What follows belongs to an exercise in optimizing a design on an open flow for a short achievable clock period and few clock cycles; a production flow would make more cautious choices. Function was not checked in any run shown here: the RTL went through the layout flow alone. Power figures rest on the tool's default switching activity, not on a simulated workload.

--- design/flow/run.sh ---
#!/bin/bash
# synth_recipe.tcl (not shown) runs the flow's synth.tcl, then flattens the netlist and writes it again
# the make line also repeats each setting of config.mk as NAME=value (left out here)
make -C /OpenROAD-flow-scripts/flow DESIGN_CONFIG=/design/flow/config.mk WORK_HOME=/design/flow/orfs CLKGATE_MAP_FILE= SYNTH_SCRIPT=/design/flow/synth_recipe.tcl finish
--- design/flow/config.mk ---
export PLATFORM = sky130hd
export DESIGN_NAME = minicomp_core
export DESIGN_NICKNAME = minicomp_core
export VERILOG_FILES = /design/flow/design.v
export SDC_FILE = /design/flow/constraint.sdc
export NUM_CORES = 4
export LEC_CHECK = 0
export ABC_CLOCK_PERIOD_IN_PS = 1000
export CAP_MARGIN = 20
export CORE_MARGIN = 2
export CORE_UTILIZATION = 40
export PLACE_DENSITY = 0.6
export SETUP_SLACK_MARGIN = 3.7
export SLEW_MARGIN = 20
--- design/flow/constraint.sdc ---
create_clock -name core_clock -period 5.0 [get_ports {clk}]
set_input_delay 1.0000 -clock core_clock [delete_from_list [all_inputs] [get_ports {clk}]]
set_output_delay 1.0000 -clock core_clock [all_outputs]
set_load 0.01 [all_outputs]
--- design/flow/design.v ---
module minicomp_core (
    input  wire       clk,
    input  wire       rst,           
    output wire [7:0] mem_addr,
    input  wire [7:0] mem_rdata,
    output wire       mem_we,
    output wire [7:0] mem_wdata,
    output wire [7:0] io_port,       
    output wire       io_rd,         
    input  wire [7:0] io_rdata,
    input  wire       io_present,    
    output wire       io_wr,         
    output wire [7:0] io_wdata
);
    reg [7:0] x0, x1, x2, x3;
    reg [7:0] addr_q, ir, ipc, nb, ioaddr, wdata_q;
    reg       m_fetch, m_normal, m_memop, m_jimm;
    reg       we_q, rd_q, wr_q;
    reg [3:0] wadd;                  
    reg [3:0] wfast;                 
    reg [3:0] sb;                    
    reg [7:0] xa, xb;                
    reg e_add, e_shl, e_shr, e_not, e_and, e_or, e_xor, e_alu, e_aluw;
    reg e_sq, e_clf, e_data, e_in, e_outa, e_jmp, e_jmpr, e_jxxx, e_mem, e_st;
    reg mo_ld, mo_hit;               
    reg [3:0] nb_na, nb_nb;          
    reg       mo_fa, mo_fb;          
    reg       cy, f_al, f_eq, zen;
    reg [7:0] fres;
    wire [7:0] b = mem_rdata;
    wire [7:0] g0 = xa & xb;
    wire [7:0] t0 = xa | xb;
    reg  [8:0] gg, pp;
    reg  [8:0] gn, pn;
    integer k, d;
    always @(*) begin
        gg = {g0, cy};
        pp = {t0, 1'b0};
        for (d = 1; d < 9; d = d * 2) begin
            gn = gg;
            pn = pp;
            for (k = d; k < 9; k = k + 1) begin
                gn[k] = gg[k] | (pp[k] & gg[k - d]);
                pn[k] = pp[k] & pp[k - d];
            end
            gg = gn;
            pp = pn;
        end
    end
    wire [7:0] sum  = (xa ^ gg[7:0]) ^ xb;
    wire       sum8 = gg[8];
    wire [7:0] hg = xa & ~xb;
    wire [7:0] ht = xa | ~xb;
    reg  [7:0] cg, cp, cgn, cpn;
    always @(*) begin
        cg = hg;
        cp = ht;
        for (d = 1; d < 8; d = d * 2) begin
            cgn = cg;
            cpn = cp;
            for (k = d; k < 8; k = k + 1) begin
                cgn[k] = cg[k] | (cp[k] & cg[k - d]);
                cpn[k] = cp[k] & cp[k - d];
            end
            cg = cgn;
            cp = cpn;
        end
    end
    wire a_gt_b = cg[7];
    wire a_eq_b = &(ht & (~xa | xb));
    wire [7:0] c_oth = ({8{e_shl}} & {xa[6:0], cy})
                     | ({8{e_shr}} & {cy, xa[7:1]})
                     | ({8{e_not}} & ~xa)
                     | ({8{e_and}} & g0)
                     | ({8{e_or}}  & t0)
                     | ({8{e_xor}} & xa & ~xb) | ({8{e_xor}} & ~xa & xb);
    wire [7:0] c    = e_add ? sum : c_oth;
    wire cout = (e_add & sum8) | (e_shl & xa[7]) | (e_shr & xa[0]);
    wire f_z   = zen & (fres == 8'd0);
    wire taken = |(ir[3:0] & {cy, f_al, f_eq, f_z});
    wire [7:0] a1 = addr_q + 8'd1;
    wire [7:0] a2 = addr_q + 8'd2;
    wire [7:0] i1 = ipc + 8'd1;
    wire [7:0] i2 = ipc + 8'd2;
    wire b_j  = b[7:4] == 4'd5;
    wire nb_j = nb[7:4] == 4'd5;
    wire n_seq  = m_normal & (e_sq | (e_jxxx & ~taken));
    wire       load_b  = m_fetch | n_seq;
    wire       load_nb = m_memop & ~mo_hit;
    wire       load    = load_b | load_nb;
    wire [7:0] ir_nx   = m_memop ? nb : b;
    wire [7:0] xf = c_oth
                  | ({8{e_in & ir[2]}} & ioaddr)
                  | ({8{e_in & ~ir[2] & io_present}} & io_rdata)
                  | ({8{e_in & ~ir[2] & ~io_present}} & xb)
                  | ({8{e_data | mo_ld}} & b);
    wire [3:0] ba  = 4'b0001 << b[3:2];
    wire [3:0] bb  = 4'b0001 << b[1:0];
    wire [3:0] nbs = m_memop ? nb_nb : bb;
    wire [7:0] xsa = ({8{ba[0]}} & x0) | ({8{ba[1]}} & x1) | ({8{ba[2]}} & x2) | ({8{ba[3]}} & x3);
    wire [7:0] xsb = ({8{bb[0]}} & x0) | ({8{bb[1]}} & x1) | ({8{bb[2]}} & x2) | ({8{bb[3]}} & x3);
    wire [7:0] msa = ({8{nb_na[0]}} & x0) | ({8{nb_na[1]}} & x1) | ({8{nb_na[2]}} & x2) | ({8{nb_na[3]}} & x3);
    wire [7:0] msb = ({8{nb_nb[0]}} & x0) | ({8{nb_nb[1]}} & x1) | ({8{nb_nb[2]}} & x2) | ({8{nb_nb[3]}} & x3);
    wire       fa_add = |(wadd & ba);
    wire       fa_f   = |(wfast & ba);
    wire       fb_add = |(wadd & bb);
    wire       fb_f   = |(wfast & bb);
    wire nx_add  = ir_nx[7:4] == 4'd8;
    wire nx_aluw = ir_nx[7] & (ir_nx[6:4] != 3'd7);
    wire nx_fast = (nx_aluw & ~nx_add) | (ir_nx[7:4] == 4'd2) | (ir_nx[7:3] == 5'b01110);
    always @(posedge clk) begin
        if (rst) begin
            x0 <= 8'd0; x1 <= 8'd0; x2 <= 8'd0; x3 <= 8'd0;
            addr_q <= 8'd0;
            ioaddr <= 8'd0;
            m_fetch <= 1'b1; m_normal <= 1'b0; m_memop <= 1'b0; m_jimm <= 1'b0;
            we_q <= 1'b0; rd_q <= 1'b0; wr_q <= 1'b0;
            wadd <= 4'd0; wfast <= 4'd0;
            e_add <= 1'b0; e_shl <= 1'b0; e_shr <= 1'b0; e_not <= 1'b0; e_and <= 1'b0;
            e_or <= 1'b0; e_xor <= 1'b0; e_alu <= 1'b0; e_aluw <= 1'b0;
            e_sq <= 1'b0; e_clf <= 1'b0; e_data <= 1'b0; e_in <= 1'b0; e_outa <= 1'b0;
            e_jmp <= 1'b0; e_jmpr <= 1'b0; e_jxxx <= 1'b0; e_mem <= 1'b0; e_st <= 1'b0;
            mo_ld <= 1'b0; mo_hit <= 1'b0;
            cy <= 1'b0; f_al <= 1'b0; f_eq <= 1'b0; zen <= 1'b0; fres <= 8'd0;
        end else begin
            if (wadd[0]) x0 <= sum; else if (wfast[0]) x0 <= xf;
            if (wadd[1]) x1 <= sum; else if (wfast[1]) x1 <= xf;
            if (wadd[2]) x2 <= sum; else if (wfast[2]) x2 <= xf;
            if (wadd[3]) x3 <= sum; else if (wfast[3]) x3 <= xf;
            if (e_alu) begin
                cy <= cout; f_al <= a_gt_b; f_eq <= a_eq_b; zen <= e_aluw; fres <= c;
            end
            if (e_clf) begin
                cy <= 1'b0; f_al <= 1'b0; f_eq <= 1'b0; zen <= 1'b0;
            end
            if (e_outa) ioaddr <= xb;
            wadd   <= {4{load & nx_add}} & nbs;
            wfast  <= ({4{load & nx_fast}} & nbs)
                    | ({4{m_normal & e_mem & ~e_st}} & sb);   
            e_alu  <= load & ir_nx[7];
            e_aluw <= load & nx_aluw;
            e_add  <= load & nx_add;
            e_shl  <= load & (ir_nx[7:4] == 4'd9);
            e_shr  <= load & (ir_nx[7:4] == 4'd10);
            e_not  <= load & (ir_nx[7:4] == 4'd11);
            e_and  <= load & (ir_nx[7:4] == 4'd12);
            e_or   <= load & (ir_nx[7:4] == 4'd13);
            e_xor  <= load & (ir_nx[7:4] == 4'd14);
            e_sq   <= load & (ir_nx[7] | (ir_nx[7:5] == 3'b011));
            e_mem  <= load & (ir_nx[7:5] == 3'd0);
            e_st   <= load & (ir_nx[7:4] == 4'd1);
            e_data <= load & (ir_nx[7:4] == 4'd2);
            e_jmpr <= load & (ir_nx[7:4] == 4'd3);
            e_jmp  <= load & (ir_nx[7:4] == 4'd4);
            e_jxxx <= load & (ir_nx[7:4] == 4'd5);
            e_clf  <= load & (ir_nx[7:4] == 4'd6);
            e_in   <= load & (ir_nx[7:3] == 5'b01110);
            e_outa <= load & (ir_nx[7:2] == 6'b011111);
            rd_q   <= load & (ir_nx[7:2] == 6'b011100);
            wr_q   <= load & (ir_nx[7:2] == 6'b011110);
            we_q <= 1'b0;
            mo_ld <= 1'b0;
            mo_hit <= 1'b0;
            m_fetch  <= 1'b0;
            m_normal <= load;
            m_memop  <= 1'b0;
            m_jimm   <= 1'b0;
            if (m_fetch) begin
                addr_q <= b_j ? a2 : a1;
            end
            if (m_normal) begin
                if (n_seq) begin
                    addr_q <= b_j ? a2 : a1;
                end else if (e_mem) begin
                    addr_q <= xa;
                    we_q <= e_st;
                    mo_ld <= ~e_st;
                    mo_hit <= e_st & (xa == ipc);    
                    m_memop <= 1'b1;
                end else if (e_jxxx) begin           
                    addr_q <= ipc;
                    m_jimm <= 1'b1;
                end else if (e_data) begin
                    addr_q <= a1;
                    m_fetch <= 1'b1;
                end else if (e_jmp) begin
                    addr_q <= b;
                    m_fetch <= 1'b1;
                end else begin                       
                    addr_q <= xb;
                    m_fetch <= 1'b1;
                end
            end
            if (m_memop) begin
                if (mo_hit) begin                    
                    addr_q <= ipc;
                    m_fetch <= 1'b1;
                end else begin
                    addr_q <= nb_j ? i2 : i1;
                end
            end
            if (m_jimm) begin
                addr_q <= b;
                m_fetch <= 1'b1;
            end
        end
    end
    always @(posedge clk) begin
        if (load) begin
            ir <= ir_nx;
            sb <= nbs;
        end
        xa <= m_memop ? (mo_fa ? b : msa) : fa_add ? sum : fa_f ? xf : xsa;
        xb <= m_memop ? (mo_fb ? b : msb) : fb_add ? sum : fb_f ? xf : xsb;
        if (load_b) ipc <= a1;
        else if (load_nb) ipc <= i1;
        if (e_mem) begin
            nb <= b;
            nb_na <= ba;
            nb_nb <= bb;
            mo_fa <= ~e_st & |(ba & sb);
            mo_fb <= ~e_st & |(bb & sb);
            wdata_q <= xb;
        end
    end
    assign mem_addr  = addr_q;
    assign mem_we    = we_q;
    assign mem_wdata = wdata_q;
    assign io_port   = ioaddr;
    assign io_rd     = rd_q;
    assign io_wr     = wr_q;
    assign io_wdata  = xb;
endmodule
==> results.sh, run 1 <==
export IMPL_nets=1325
export IMPL_fmaxAchievable_mhz=446
export IMPL_tritoncts="built"
export IMPL_required_ps=5360
export IMPL_cts_buffers=17
export IMPL_worstSkewPairLatency_ps=440
export IMPL_rrSetupSlack_ps=2760
export IMPL_r2r_end="x1[6]"
export IMPL_hold_class="flip-flop to flip-flop"
export IMPL_grt_max_degree=56
export IMPL_antenna_found_initial=0
export IMPL_finalCritPeriodShare_pct=44.8
export IMPL_holdPathEnd="fres[5]"
export IMPL_numPortBuffers=53
export IMPL_synth_cell_area_sq_um=9750
export IMPL_outcome="timing/DRC/antenna clean"
export IMPL_cts_max_path_buffers=2
export IMPL_setup_tns_ps=0
export IMPL_multi_input_area_sq_um=7190
export IMPL_die_height_um=160
export IMPL_grt_pass1_vias=9770
export IMPL_clock_skew_ps=19.5
export IMPL_die_area_sq_um=25600
export IMPL_synth_flop_cell="dfxtp_1"
export IMPL_ys_ff_latch=153
export IMPL_slew_viol_final=0
export IMPL_seq_area_sq_um=3610
export IMPL_fin_util_pct=61.1
export IMPL_p_leak_nw=5.51
export IMPL_syn2layout_area_growth_pct=51.1
export IMPL_final_cell_mix="127 x buf_4, 75 x buf_6, 70 x nand2_1, 65 x dfxtp_1, 63 x nor2_1"
export IMPL_cts_hold_buffers_added=0
export IMPL_syn_num_nets=1135
export IMPL_worstMarginPinSlew_ps=953
export IMPL_routed_wl_um=41100
export IMPL_rsz0062_at_grt="yes"
export IMPL_min_delay_start="fres[5]"
export IMPL_drtIter0Drc=1087
export IMPL_relSlewSlack_pct=36.5
export IMPL_finalCriticalPeriod_ps=2240
export IMPL_yosysUniqueCellTypes=77
export IMPL_dpl_instance_area_sq_um=10900
export IMPL_first_pass_iters=6
export IMPL_crit_type="flip-flop to flip-flop"
export IMPL_fin_area_sq_um=14700
export IMPL_synth_edf_count=42
export IMPL_htreeDepth=4
export IMPL_timing_rr_start="xb[0]"
export IMPL_synth_cells=1080
export IMPL_drc=0
export IMPL_placeableCoreArea_sq_um=24100
export IMPL_wl_per_cell_um=25.6
export IMPL_vias_per_cell=6.30
export IMPL_grtUsageTotal_pct=31.0
export IMPL_clk_pin_slew_ps=80
export IMPL_grt_pass1_wl_um=60500
export IMPL_rows=57
export IMPL_ys_async_sr_fraction_pct=0
export IMPL_vias=10130
export IMPL_fill_cells=1985
export IMPL_endpoint_kind="flip-flop"
export IMPL_cap_viol_max_count=0
export IMPL_worstPathMaxFanout=4
export IMPL_min_path_cells=2
export IMPL_grt_overflow_total=0
export IMPL_hpwl_um=24300
export IMPL_cts_sinks=153
export IMPL_final_hold_violation_count=0
export IMPL_drtAntennaViolNets=0
export IMPL_start_util_pct=40.4
export IMPL_avgSynthCellArea_sq_um=9.02
export IMPL_crit_path_start_kind="flip-flop"
export IMPL_antenna_cells=0
export IMPL_drive_gt1_share_pct=47.2
export IMPL_critPathArrivalTime_ps=2600
export IMPL_power_density_nw_per_um2=245
export IMPL_gp_congestion=0.913
export IMPL_seq_area_frac_synth_pct=35.7
export IMPL_clock_root_buffer="clkbuf_16"
export IMPL_final_common_cell="buf_4"
export IMPL_ys_warn_count=1
export IMPL_die_w_um=160
export IMPL_r2r_cells=10
export IMPL_setup_violations=0
export IMPL_vdd_ir_drop_max_uv=230
export IMPL_pin_count=54
==> cells by family after synthesis <==
kind of cell	Yosys count	share of synthesized area [%]
flops	153	35.7
compound gates	302	21.8
mux	85	11.5
buf+inv	136	5.61
fa+ha+maj	36	4.70
xor+xnor	41	3.68
simple gates	327	17.0
==> routing by layer <==
metal,vias up,wire length [um],GRT usage (%)
li1,4390,-,-
met1,4935,15800,38.6
met2,643,19000,49.6
met3,162,3810,7.51
met4,0,2420,16.8
met5,-,0,0
==> metrics by stage <==
| step | cells | worst slack, ps | hold slack (ps) | power, W |
|---|---|---|---|---|
| floorplan | 1080 | 2500 | 439 | 0.00182 |
| global placement | 1382 | 1500 | 461 | 0.00198 |
| detailed placement | 1382 | 1490 | 475 | 0.00199 |
| CTS | 1579 | 2830 | 489 | 0.00350 |
| global route | 1607 | 2700 | 512 | 0.00371 |
| finish | 1607 | 2760 | 498 | 0.00360 |
==> worst max-delay path by stage <==
stage	startpoint	to	slack (ps)	cells past startpoint
CTS	xb[0]	xb[5]	2830	9
finish	xb[0]	x1[6]	2760	10
floorplan	io_present	xb[4]	2500	7
global route	xb[0]	x0[6]	2700	10
global placement	mem_rdata[7]	rd_q	1500	4
detailed placement	mem_rdata[7]	rd_q	1490	4
==> power by group <==
part           leakage [nW]  total [W]  switching (W)  internal [W]
registers              1.33    0.00143      0.0000955       0.00133
clock network         0.280    0.00129       0.000594      0.000696
logic                  3.90   0.000888       0.000452      0.000437
total                  5.51    0.00360        0.00114       0.00246
==> worst max-delay path: stages (launching register included) <==
cell and delay [ps]:
dfxtp_4 410, buf_6 120, buf_6 90, ha_4 140, nor2_2 50, a221o_1 360
a311o_1 380, a21oi_4 250, buf_6 140, o21ai_1 60, a21oi_1 150
==> Yosys cell counts (all sizes together), types with 6 or more instances <==
master	instances	area (sq um)
dfxtp	111	2220
edfxtp	42	1260
a21oi	64	324
xor2	28	245
nor2b	24	150
clkbuf	58	218
or2	7	43.8
nor4	14	115
and3	10	62.6
inv	44	165
and2	9	56.3
o211ai	17	128
nor3	25	125
o21ai	62	310
a221oi	15	163
buf	33	160
nand2	85	322
mux2i	53	531
xnor2	13	114
nand2b	20	125
mux4	20	450
ha	35	438
a211o	12	105
a22oi	36	270
o22ai	16	100
a22o	8	70.1
mux2	12	135
a211oi	17	128
nor2	79	302
a222oi	7	70.1
nand3	25	125
nor4b	6	52.6
==> timing repair <==
action | in CTS | in global routing
pin swaps | 108 | 86
hold endpoints to repair | 0 | 0
resized for setup | 493 | 101
gates cloned | 7 | 0
endpoints found under the setup margin | 214 | 176
buffers inserted | 158 | 28
==> layout make-up <==
class | instances | area share, %
multi-input combinational | 793 | 48.8
sequential | 153 | 24.5
timing repair buffer | 260 | 18.6
clock buffer | 17 | 2.89
tap | 324 | 2.75
inverter | 45 | 1.45
clock inverter | 15 | 0.943
==> inputs of run 2 (changes only) <==
--- a/design/flow/config.mk
+++ b/design/flow/config.mk
@@ -12,3 +12,3 @@
 export PLACE_DENSITY = 0.6
-export SETUP_SLACK_MARGIN = 3.7
+export SETUP_SLACK_MARGIN = 3.5
 export SLEW_MARGIN = 20
==> results.sh, run 2 <==
export IMPL_outcome="timing/DRC/antenna clean"
export IMPL_grt_overflow_total=0
export IMPL_timing_rr_start="xb[0]"
export IMPL_cts_hold_buffers_added=0
export IMPL_slowest_stage="o31a_1"
export IMPL_die_w_um=160
export IMPL_slew_viol_final=0
export IMPL_rows=57
export IMPL_wl_per_cell_um=24.1
export IMPL_synth_flop_cell="dfxtp_1"
export IMPL_min_path_cells=2
export IMPL_clock_root_buffer="clkbuf_16"
export IMPL_syn2layout_area_growth_pct=48.3
export IMPL_start_util_pct=40.4
export IMPL_cts_sinks=153
export IMPL_cts_buffers=17
export IMPL_fmaxAchievable_mhz=454
export IMPL_vias=9933
export IMPL_setup_violations=0
export IMPL_final_common_cell="buf_4"
export IMPL_synth_commonest_cells="111 x dfxtp_1, 84 x nand2_1, 77 x nor2_1"
export IMPL_hold_class="flip-flop to flip-flop"
export IMPL_yosysUniqueCellTypes=77
export IMPL_cts_max_path_buffers=2
export IMPL_holdPathEnd="fres[5]"
export IMPL_setup_tns_ps=0
export IMPL_synth_top_cell_area_share_pct=22.8
export IMPL_finalCritPeriodShare_pct=44.0
export IMPL_avgSynthCellArea_sq_um=9.02
export IMPL_numPortBuffers=53
export IMPL_cp_slowest_stage_delay_ps=330
export IMPL_antenna_found_initial=1
export IMPL_synth_cells=1080
export IMPL_drtAntennaViolNets=0
export IMPL_ys_async_sr_fraction_pct=0
export IMPL_htreeDepth=4
export IMPL_synth_edf_count=42
export IMPL_worstSkewPairLatency_ps=440
export IMPL_first_pass_iters=6
export IMPL_placeableCoreArea_sq_um=24100
export IMPL_ys_ff_latch=153
export IMPL_p_leak_nw=5.40
export IMPL_synth_cell_area_sq_um=9750
export IMPL_rrSetupSlack_ps=2800
export IMPL_finalCriticalPeriod_ps=2200
export IMPL_clock_skew_ps=14.2
export IMPL_power_density_nw_per_um2=250
export IMPL_drtIter0Drc=1267
export IMPL_fin_util_pct=60.0
export IMPL_grtUsageTotal_pct=28.5
export IMPL_worstPathMaxFanout=4
export IMPL_final_hold_violation_count=0
export IMPL_nets=1316
export IMPL_min_delay_start="fres[5]"
export IMPL_synth_area_leader_cell="dfxtp_1"
export IMPL_antenna_cells=0
export IMPL_routed_wl_um=38600
export IMPL_relSlewSlack_pct=24.2
export IMPL_final_cell_mix="116 x buf_4, 83 x buf_6, 72 x nand2_1, 68 x dfxtp_1, 65 x nor2_1"
export IMPL_vias_per_cell=6.22
export IMPL_worstMarginPinSlew_ps=1130
export IMPL_clk_pin_slew_ps=60
export IMPL_tritoncts="built"
export IMPL_r2r_end="xb[6]"
export IMPL_crit_top_cell="buf_6"
export IMPL_synth_most_common_cell="dfxtp_1"
export IMPL_synth_area_leaders="dfxtp_1 23%, edfxtp_1 13%, mux2i_1 5.4%"
export IMPL_grt_pass1_vias=9151
export IMPL_cap_viol_max_count=0
export IMPL_hpwl_um=22900
export IMPL_ys_warn_count=1
export IMPL_drc=0
export IMPL_gp_congestion=0.914
export IMPL_crit_type="primary input to flip-flop"
export IMPL_endpoint_kind="flip-flop"
export IMPL_seq_area_frac_synth_pct=35.7
export IMPL_syn_num_nets=1135
export IMPL_critPathLaunch="mem_rdata[5]"
export IMPL_crit_path_start_kind="primary input"
export IMPL_vdd_ir_drop_max_uv=169
export IMPL_grt_pass1_wl_um=56000
export IMPL_die_height_um=160
export IMPL_critPathArrivalTime_ps=2500
export IMPL_rsz0062_at_grt="yes"
export IMPL_required_ps=5300
export IMPL_drive_gt1_share_pct=44.2
export IMPL_grt_max_degree=33
export IMPL_crit_path_cell_trace="buf_6, buf_6, buf_4, buf_6, mux2_4, nand2_8, nor2_2, o31a_1, a32oi_1, nor2_1"
export IMPL_die_area_sq_um=25600
export IMPL_pin_count=54
export IMPL_r2r_cells=9
[run 2: changes by cell type in the layout (fill, tap and decap cells not counted), sizes merged, moves of 2 or more]
cell and change:
buf -12, inv -2, clkbuf +8, clkinv -5
[run 2: how the worst max path moves through the flow]
stage / to / cells past startpoint / slack (ps)
after floorplan: xb[4] / 7 / 2500
after global placement: addr_q[6] / 8 / 1500
after detailed placement: xa[7] / 4 / 1480
after CTS: addr_q[6] / 9 / 2790
after global routing: addr_q[6] / 9 / 2730
final: wfast[3] / 10 / 2800
[run 2: cell type report]
cell class | instances | area, sq um
Sequential cell | 153 | 3600
Inverter | 45 | 203
Clock inverter | 8 | 62.6
Tap cell | 324 | 405
Timing Repair Buffer | 250 | 2520
Fill cell | 1998 | 9650
Multi-Input combinational cell | 794 | 7090
Clock buffer | 24 | 568
[run 2: what timing repair did]
| action | in CTS | in global routing |
|---|---|---|
| gates resized for setup | 448 | 132 |
| setup buffers | 130 | 52 |
| pin swaps | 108 | 74 |
| endpoints found under the hold margin | 0 | 0 |
| setup endpoints to repair | 188 | 184 |
| cloned | 4 | 1 |
[run 2: critical path: cells and delay by family]
kind,cells,cell delay [ps]
AO/OA/AOI/OAI,2,530
buffers and inverters,4,460
multiplexers,1,320
AND/OR/NAND/NOR,3,190
[run 2: per-stage QoR]
stage | total power, W | setup WS, ps | area, sq um | hold WS [ps] | cells
global placement | 0.00197 | 1500 | 10800 | 463 | 1379
detailed placement | 0.00198 | 1480 | 10800 | 468 | 1379
CTS | 0.00349 | 2790 | 13400 | 486 | 1545
finish | 0.00361 | 2800 | 14500 | 482 | 1598
floorplan | 0.00182 | 2500 | 10400 | 439 | 1080
global route | 0.00372 | 2730 | 14500 | 501 | 1598
[run 2: logic make-up after synthesis]
| group | Yosys count | synth area share (%) |
|---|---|---|
| mux | 85 | 11.5 |
| fa+ha+maj | 36 | 4.70 |
| compound gates | 302 | 21.8 |
| simple gates | 327 | 17.0 |
| flops | 153 | 35.7 |
| buf+inv | 136 | 5.61 |
| xor+xnor | 41 | 3.68 |
[run 2: where the power goes]
part / switching, W / internal, W
logic: 0.000420 / 0.000383
registers: 0.0000953 / 0.00133
clock network: 0.000580 / 0.000806
[run 2: layer usage]
layer	up-vias	routed length, um	share of wire, %	global-route usage (%)
met2	615	17500	45	43.2
li1	4369	-	-	-
met3	106	3990	10	6.99
met4	2	1450	3.8	11.3
met5	-	11	0.029	0
met1	4841	15600	40	39.1

-- afterwards: timing with drivers on the ports --
In the flow no input, the clock included, has a driving cell. The finished layouts below were timed again as built, in two steps. Step 1 sets driving cells, clkbuf_16 on the clock port and buf_2 on the other inputs (assumed; they add their load-dependent delay and slew). Step 2 times the ports against the registers' clock, not the clock port: input delays grow and output delays shrink by t, the midpoint of the rising clock arrivals with the driver on. Slacks: ideal ports / drivers / drivers and shift; pairs: ideal ports / drivers.
run	t (ns)	slack for setup (ns)	clock arrival spread, ns	worst slew at a driven data input, ns	pins driven straight from the clock port
run 1	0.476	2.758 / 2.758 / 2.353	0.020 / 0.020	0.08	1
run 2	0.481	2.799 / 2.804 / 2.334	0.015 / 0.014	0.08	1
After both steps setup and hold are still met in every run listed. The setup slack of run 2, which loses most, moves by +0.005 ns with the drivers and by -0.465 ns with both steps.
